Background: an optimization exercise with open tools, aiming at small area, a short achievable clock period and few clock cycles. Do not read the settings as production practice.

==> flow/design.v <==
module fpga_disp_next (
  input  wire        rdy,
  input  wire [2:0]  st,
  input  wire        cs,
  input  wire        rst_l,
  input  wire        sclk,
  input  wire        set0,
  input  wire [8:0]  cnt,
  input  wire        aux,
  input  wire        intn,
  input  wire        redraw,
  input  wire        fb_we,
  input  wire [14:0] fb_addr,
  input  wire [7:0]  fb_data,
  output reg         rdy_i,
  output reg  [2:0]  st_i,
  output reg         set0_i,
  output reg  [8:0]  cnt_i,
  output reg         intn_i,
  output reg         redraw_i,
  output reg         we_i,
  output reg  [14:0] addr_i,
  output reg  [7:0]  data_i,
  output wire        stall_b,       
  output reg  [2:0]  st_b,
  output reg  [8:0]  cnt_b,
  output wire        aux_b,
  output reg         intn_b,
  output wire        we_b,
  output wire        cs_fall,       
  output wire        sclk_inc,      
  output wire        sclk_hit,      
  output wire [5:0]  scnt_inc,
  output wire        rst_fall,      
  output wire        rst_rise       
);
  localparam [4:0] C_POS0 = 5'd23,    
                   C_SKIP = 5'd21,    
                   C_SET0 = 5'd14,    
                   C_SET1 = 5'd20;    
  localparam [14:0] A_TOP = 15'd25308;
  wire [4:0] cls   = fb_addr[4:0];    
  wire [5:0] scnt  = fb_addr[12:7];   
  wire       s_prog  = st == 3'd0;
  wire       s_cmd   = st == 3'd1;
  wire       s_param = st == 3'd2;
  wire       s_scene = st == 3'd3;
  wire       s_line  = st == 3'd4;
  wire       s_data  = st == 3'd5;
  wire       s_fill  = st[2:1] == 2'b11;
  wire [7:0] d = fb_data;             
  wire [7:0] exp_c =
    (cls == 5'd23) ? "D" :
    (cls == 5'd24) ? "a" :
    (cls == 5'd25) ? "t" :
    (cls == 5'd26) ? "e" :
    (cls == 5'd27) ? ":" :
    (cls == 5'd28) ? " " :
    (cls == 5'd29) ? "D" :
    (cls == 5'd30) ? "e" :
    (cls == 5'd31) ? "c" :
    (cls == 5'd0) ? " " :
    (cls == 5'd1) ? "1" :
    (cls == 5'd2) ? "0" :
    (cls == 5'd3) ? " " :
    (cls == 5'd4) ? "2" :
    (cls == 5'd5) ? "0" :
    (cls == 5'd6) ? "1" :
    (cls == 5'd7) ? "4" :
    (cls == 5'd8) ? " " :
    (cls == 5'd9) ? "0" :
    (cls == 5'd10) ? "8" :
    (cls == 5'd11) ? ":" :
    (cls == 5'd12) ? "3" :
    (cls == 5'd13) ? "0" :
    8'h00;
  wire cls_lt5 = cls >= 5'd23 && cls <= 5'd27;             
  reg [4:0] cls_n;
  always @(*) begin
    cls_n = cls;
    if (cls >= 5'd23 || cls <= 5'd13) begin                  
      if (d == 8'h00) cls_n = cls_lt5 ? C_POS0 : C_SET1;
      else if (d == exp_c) cls_n = cls + 5'd1;              
      else cls_n = cls_lt5 ? C_SKIP : C_SET1;
    end else if (cls == C_SKIP && d == 8'h00) begin
      cls_n = C_POS0;
    end
  end
  wire [8:0] cnt_inc = cnt + 9'd1;
  wire       col_end = cnt[7:0] == 8'd172;    
  wire       fresh   = aux && s_data;
  wire [7:0] adj_col = fresh ? ((d < 8'd148) ? d : 8'd0) : s_scene ? 8'd0 : fb_addr[7:0];
  wire [14:0] a_adj  = A_TOP + adj_col + (!fresh && !s_scene);
  always @(*) begin
    rdy_i    = rdy;
    st_i     = st;
    set0_i   = set0;
    cnt_i    = cnt;
    intn_i   = intn;
    redraw_i = redraw;
    we_i     = 1'b0;
    addr_i   = fb_addr;
    data_i   = fb_data;
    if (fb_we || fresh || s_scene)
      addr_i = (col_end || fresh || s_scene) ? a_adj : fb_addr - 15'd148;
    if (s_prog && aux)
      addr_i[4:0] = cls_n;
    if (s_prog && !rdy) begin
      rdy_i        = 1'b1;
      intn_i       = 1'b1;
      cnt_i        = 9'd0;
      addr_i[12:7] = 6'd0;
      addr_i[4:0]  = C_POS0;
    end
    if (s_prog || (s_cmd && aux))
      set0_i = cls == C_SET0;
    if (!rdy && s_cmd) begin
      rdy_i  = 1'b1;
      intn_i = 1'b1;
      if (set0) begin
        if (d == 8'h01) begin st_i = 3'd2; cnt_i = 9'd0; end
        else if (d == 8'h04) st_i = 3'd3;
        else begin intn_i = 1'b0; st_i = 3'd1; end
      end else begin
        if (d == 8'h00) ;
        else if (d == 8'h01) st_i = 3'd4;
        else if (d == 8'h02) begin redraw_i = 1'b1; intn_i = 1'b0; st_i = 3'd1; end
        else begin intn_i = 1'b0; st_i = 3'd1; end
      end
    end
    if (!rdy && s_scene) begin
      intn_i = 1'b0;
      st_i   = 3'd1;
      if (d[7:2] == 6'd0) begin
        st_i     = (d[1:0] == 2'd1) ? 3'd7 : 3'd6;
        redraw_i = 1'b1;
        we_i     = 1'b1;
        data_i   = (d[1:0] == 2'd2) ? 8'h30 : (d[1:0] == 2'd3) ? 8'h0C : 8'h00;
        cnt_i    = 9'd1;
      end else begin
        rdy_i = 1'b1;
      end
    end
    if (s_fill) begin
      we_i = 1'b1;
      if (col_end)
        cnt_i = {(fb_addr[7:0] >= 8'd49) && (fb_addr[7:0] <= 8'd96), 8'd1};
      else
        cnt_i[7:0] = cnt_inc[7:0];
      if (st[0])
        data_i = (cnt[8] && cnt[7:0] >= 8'd62 && cnt[7:0] <= 8'd109) ? 8'hFC : 8'h00;
      if (fb_addr == 15'd295) begin               
        rdy_i = 1'b1;
        st_i  = 3'd1;
      end
    end
  end
  wire trig = cnt[7:0] == 8'd188;
  assign stall_b = cs && (s_cmd || s_scene);
  assign aux_b   = cs && ((s_prog && !cnt[8] && cnt[8:1] != 8'd0) || s_line);
  assign we_b    = cs && s_data && !trig && cnt[7:0] < 8'd172;
  always @(*) begin
    st_b   = st;
    cnt_b  = cnt;
    intn_b = intn;
    if (cs) begin
      case (st)
        3'd0:  if (!cnt[8]) cnt_b = cnt_inc;
        3'd2: begin
          if (cnt[1:0] == 2'd3) begin intn_b = 1'b0; st_b = 3'd1; end
          else cnt_b = cnt_inc;
        end
        3'd4: begin
          cnt_b  = 9'd240;
          st_b   = 3'd5;
          intn_b = 1'b1;
        end
        3'd5: begin
          if (trig) begin
            st_b   = 3'd4;
            intn_b = 1'b0;
          end else begin
            cnt_b = cnt_inc;
          end
        end
        default: ;
      endcase
    end
  end
  assign cs_fall  = cs && !s_prog;
  assign sclk_inc = !sclk && !cs && s_prog;
  assign sclk_hit = sclk_inc && scnt == 6'd19;        
  assign scnt_inc = {scnt[4:0], ~(scnt[5] ^ scnt[4])};
  assign rst_fall = rst_l;
  assign rst_rise = !rst_l;
endmodule
module fpga_disp_ctrl (
  input  wire        clk,
  input  wire        rst,        
  input  wire        ev_valid,
  output wire        ev_ready,
  input  wire [2:0]  ev_type,
  input  wire [7:0]  ev_data,
  output reg         intn,
  output reg         cdone,
  output reg         redraw,
  output reg         fb_we,
  output reg  [14:0] fb_addr,
  output reg  [7:0]  fb_data
);
  reg        rdy;           
  reg [2:0]  st;
  reg        cs, rst_l, sclk;
  reg        set0;          
  reg [8:0]  cnt;
  reg        aux;
  assign ev_ready = rdy;
  wire        rdy_i, set0_i, intn_i, redraw_i, we_i;
  wire [2:0]  st_i, st_b;
  wire [8:0]  cnt_i, cnt_b;
  wire [14:0] addr_i;
  wire [7:0]  data_i;
  wire        stall_b, aux_b, intn_b, we_b;
  wire        cs_fall, sclk_inc, sclk_hit, rst_fall, rst_rise;
  wire [5:0]  scnt_inc;
  fpga_disp_next u_next (
    .rdy(rdy), .st(st), .cs(cs), .rst_l(rst_l), .sclk(sclk), .set0(set0),
    .cnt(cnt), .aux(aux), .intn(intn), .redraw(redraw), .fb_we(fb_we),
    .fb_addr(fb_addr), .fb_data(fb_data),
    .rdy_i(rdy_i), .st_i(st_i), .set0_i(set0_i), .cnt_i(cnt_i), .intn_i(intn_i),
    .redraw_i(redraw_i), .we_i(we_i), .addr_i(addr_i), .data_i(data_i),
    .stall_b(stall_b), .st_b(st_b), .cnt_b(cnt_b), .aux_b(aux_b), .intn_b(intn_b),
    .we_b(we_b),
    .cs_fall(cs_fall), .sclk_inc(sclk_inc), .sclk_hit(sclk_hit), .scnt_inc(scnt_inc),
    .rst_fall(rst_fall), .rst_rise(rst_rise)
  );
  wire acc  = ev_valid && rdy;
  wire b0   = ev_data[0];
  wire e_b  = acc && ev_type == 3'd0;                   
  wire e_c0 = acc && ev_type == 3'd1 && !b0 && cs_fall;  
  wire e_s  = acc && ev_type == 3'd2;                   
  wire e_s1 = e_s && b0 && sclk_inc;                    
  wire e_r  = acc && ev_type == 3'd3;                   
  wire e_r0 = e_r && !b0 && rst_fall;                   
  wire e_r1 = e_r && b0 && rst_rise;                    
  wire e_n  = acc && ev_type == 3'd4;                   
  always @(posedge clk) begin
    if (rst) begin
      rdy    <= 1'b0;           
      st     <= 3'd0;
      cs     <= 1'b0;
      rst_l  <= 1'b0;
      sclk   <= 1'b0;
      cdone  <= 1'b0;
      redraw <= 1'b0;
      fb_we  <= 1'b0;
    end else begin
      rdy    <= !e_r0 && rdy_i && !(e_b && stall_b);
      st     <= e_r0 ? 3'd0 :
                (e_c0 || (e_s1 && sclk_hit)) ? 3'd1 :
                e_b ? st_b : st_i;
      if (acc && ev_type == 3'd1) cs <= b0;
      if (e_r) rst_l <= b0;
      if (e_s) sclk <= b0;
      cdone  <= (e_s1 && sclk_hit) ? 1'b1 : e_r1 ? 1'b0 : cdone;
      redraw <= e_n ? 1'b0 : redraw_i;
      fb_we  <= e_b ? we_b : we_i;
    end
    cnt    <= e_b ? cnt_b : cnt_i;
    aux    <= (e_b && aux_b) || (e_s1 && sclk_hit);
    intn   <= (e_c0 || (e_s1 && sclk_hit)) ? 1'b0 : e_b ? intn_b : intn_i;
    set0   <= set0_i;
    fb_data <= rdy ? ev_data : data_i;
    fb_addr[14:13] <= addr_i[14:13];
    fb_addr[12:7]  <= e_s1 ? scnt_inc : addr_i[12:7];
    fb_addr[6:0]   <= addr_i[6:0];
  end
endmodule
export LEC_CHECK = 0
export ABC_AREA = 1
export CAP_MARGIN = 20
export CORE_MARGIN = 2
export CORE_UTILIZATION = 40
export CTS_BUF_LIST = sky130_fd_sc_hd__clkbuf_8
export SETUP_SLACK_MARGIN = 5
export SLEW_MARGIN = 20
export SYNTH_HIERARCHICAL = 1
export SYNTH_MINIMUM_KEEP_SIZE = 0
create_clock -name core_clock -period 8.0 [get_ports {clk}]
standard.sh (not shown) runs the stock make flow with config.mk's settings and CLKGATE_MAP_FILE= SYNTH_SCRIPT=/design/flow/synth_recipe.tcl, a recipe that flattens the netlist after the stock synthesis.
==> flow/flow/run.sh <==
#!/bin/bash
# Layout flow: the standard ORFS flow (standard.sh: ORFS synthesis with
# synth_recipe.tcl, floorplan, power grid, tap cells, placement, CTS, routing),
# with these changes, all passed to make as VAR=value:
#  - synthesis runs synth_recipe.tcl through flow/synth_abc.tcl, which only
#    swaps ABC's mapping script for flow/area.abc (an area-oriented mapping;
#    the flip-flops are mapped before ABC and stay as synth_recipe.tcl maps them);
#  - ADDER_MAP_FILE is empty, so adders are left to ABC as plain gates;
#  - the port buffers are plain buffers (buffer_ports -buffer_cell);
#  - any further settings in flow/extra.env, one VAR=value per line.
# make's full output goes to orfs_flow.log here; ORFS writes each step's log
# under orfs/logs/.
set -euo pipefail
here=$(pwd)
export FLOW_SYNTH_TCL="$here/synth_recipe.tcl"
export FLOW_ABC_SCRIPT="$here/flow/area.abc"
extra=("SYNTH_SCRIPT=$here/flow/synth_abc.tcl" "ADDER_MAP_FILE="
       "BUFFER_PORTS_ARGS=-buffer_cell sky130_fd_sc_hd__buf_2")
if [[ -f flow/extra.env ]]; then
  while IFS= read -r line; do
    [[ -z "$line" || "$line" == \#* ]] && continue
    extra+=("$line")
  done < flow/extra.env
fi
bash standard.sh "${extra[@]}" finish > "$here/orfs_flow.log" 2>&1
==> flow/flow/area.abc <==
strash
dch -f
map -a
strash
dch -f
map -a
strash
dch -f
map -D 1500
topo
dnsize
==> flow/flow/extra.env <==
SETUP_SLACK_MARGIN=5.3
BUFFER_PORTS_ARGS=-buffer_cell sky130_fd_sc_hd__buf_1
==> flow/flow/synth_abc.tcl <==
# The standard flow's synthesis script (synth_recipe.tcl, unchanged), with the ABC
# technology-mapping script replaced by the one in FLOW_ABC_SCRIPT. ABC maps
# only the combinational logic; the flip-flops are mapped before it.
proc abc {args} {
  set i [lsearch -exact $args -script]
  if {$i >= 0 && [info exists ::env(FLOW_ABC_SCRIPT)]} {
    lset args [expr {$i + 1}] $::env(FLOW_ABC_SCRIPT)
  }
  yosys abc {*}$args
}
source $::env(FLOW_SYNTH_TCL)
Then changed:
==> flow/flow/area.abc (replaced) <==
strash
dch -f
map -a
strash
dch -f
map -a
strash
dch -f
map -a
topo
dnsize
==> flow/flow/extra.env (replaced) <==
SETUP_SLACK_MARGIN=5.35
BUFFER_PORTS_ARGS=-buffer_cell sky130_fd_sc_hd__buf_1
=>
- die area rises slightly
- routed wire length climbs by a few percent
- area after synthesis went up slightly
- worst setup slack gets worse by 0.036 ns
Then changed:
==> flow/flow/extra.env (replaced) <==
SETUP_SLACK_MARGIN=5.3
BUFFER_PORTS_ARGS=-buffer_cell sky130_fd_sc_hd__buf_1
What happened: Setup slack improved by 0.068 ns; count of clock-buffer cells in the layout is unchanged; fmax came out higher by a few percent.
No run of this note included a check of the RTL's function; only the layout flow was run.

-- re-timing with driven ports --
Ports are ideal in the flow. The routed layouts listed here were re-timed in OpenROAD.
Step 1 assumes that a clkbuf_16 drives the clock port and a buf_2 every other input.
Step 2 moves the port delays by t, midway between the first and last clock arrival at a register: inputs arrive t later, outputs are due t later. That takes back most of the time a late clock gives input paths.
a / b / c = no drivers / after step 1 / after step 2; a / b = the first two.
run | t (ns) | setup WS [ns] | worst register clock-pin slew, ns
the first run | 0.336 | 5.366 / 5.335 / 5.092 | 0.10 / 0.10
the second run | 0.335 | 5.330 / 5.330 / 5.102 | 0.10 / 0.10
the third run | 0.333 | 5.398 / 5.368 / 5.077 | 0.10 / 0.10
After both steps every run listed still meets setup and hold. For the third run, which loses most, drivers alone change the setup slack by -0.030 ns; drivers and shift together by -0.321 ns.
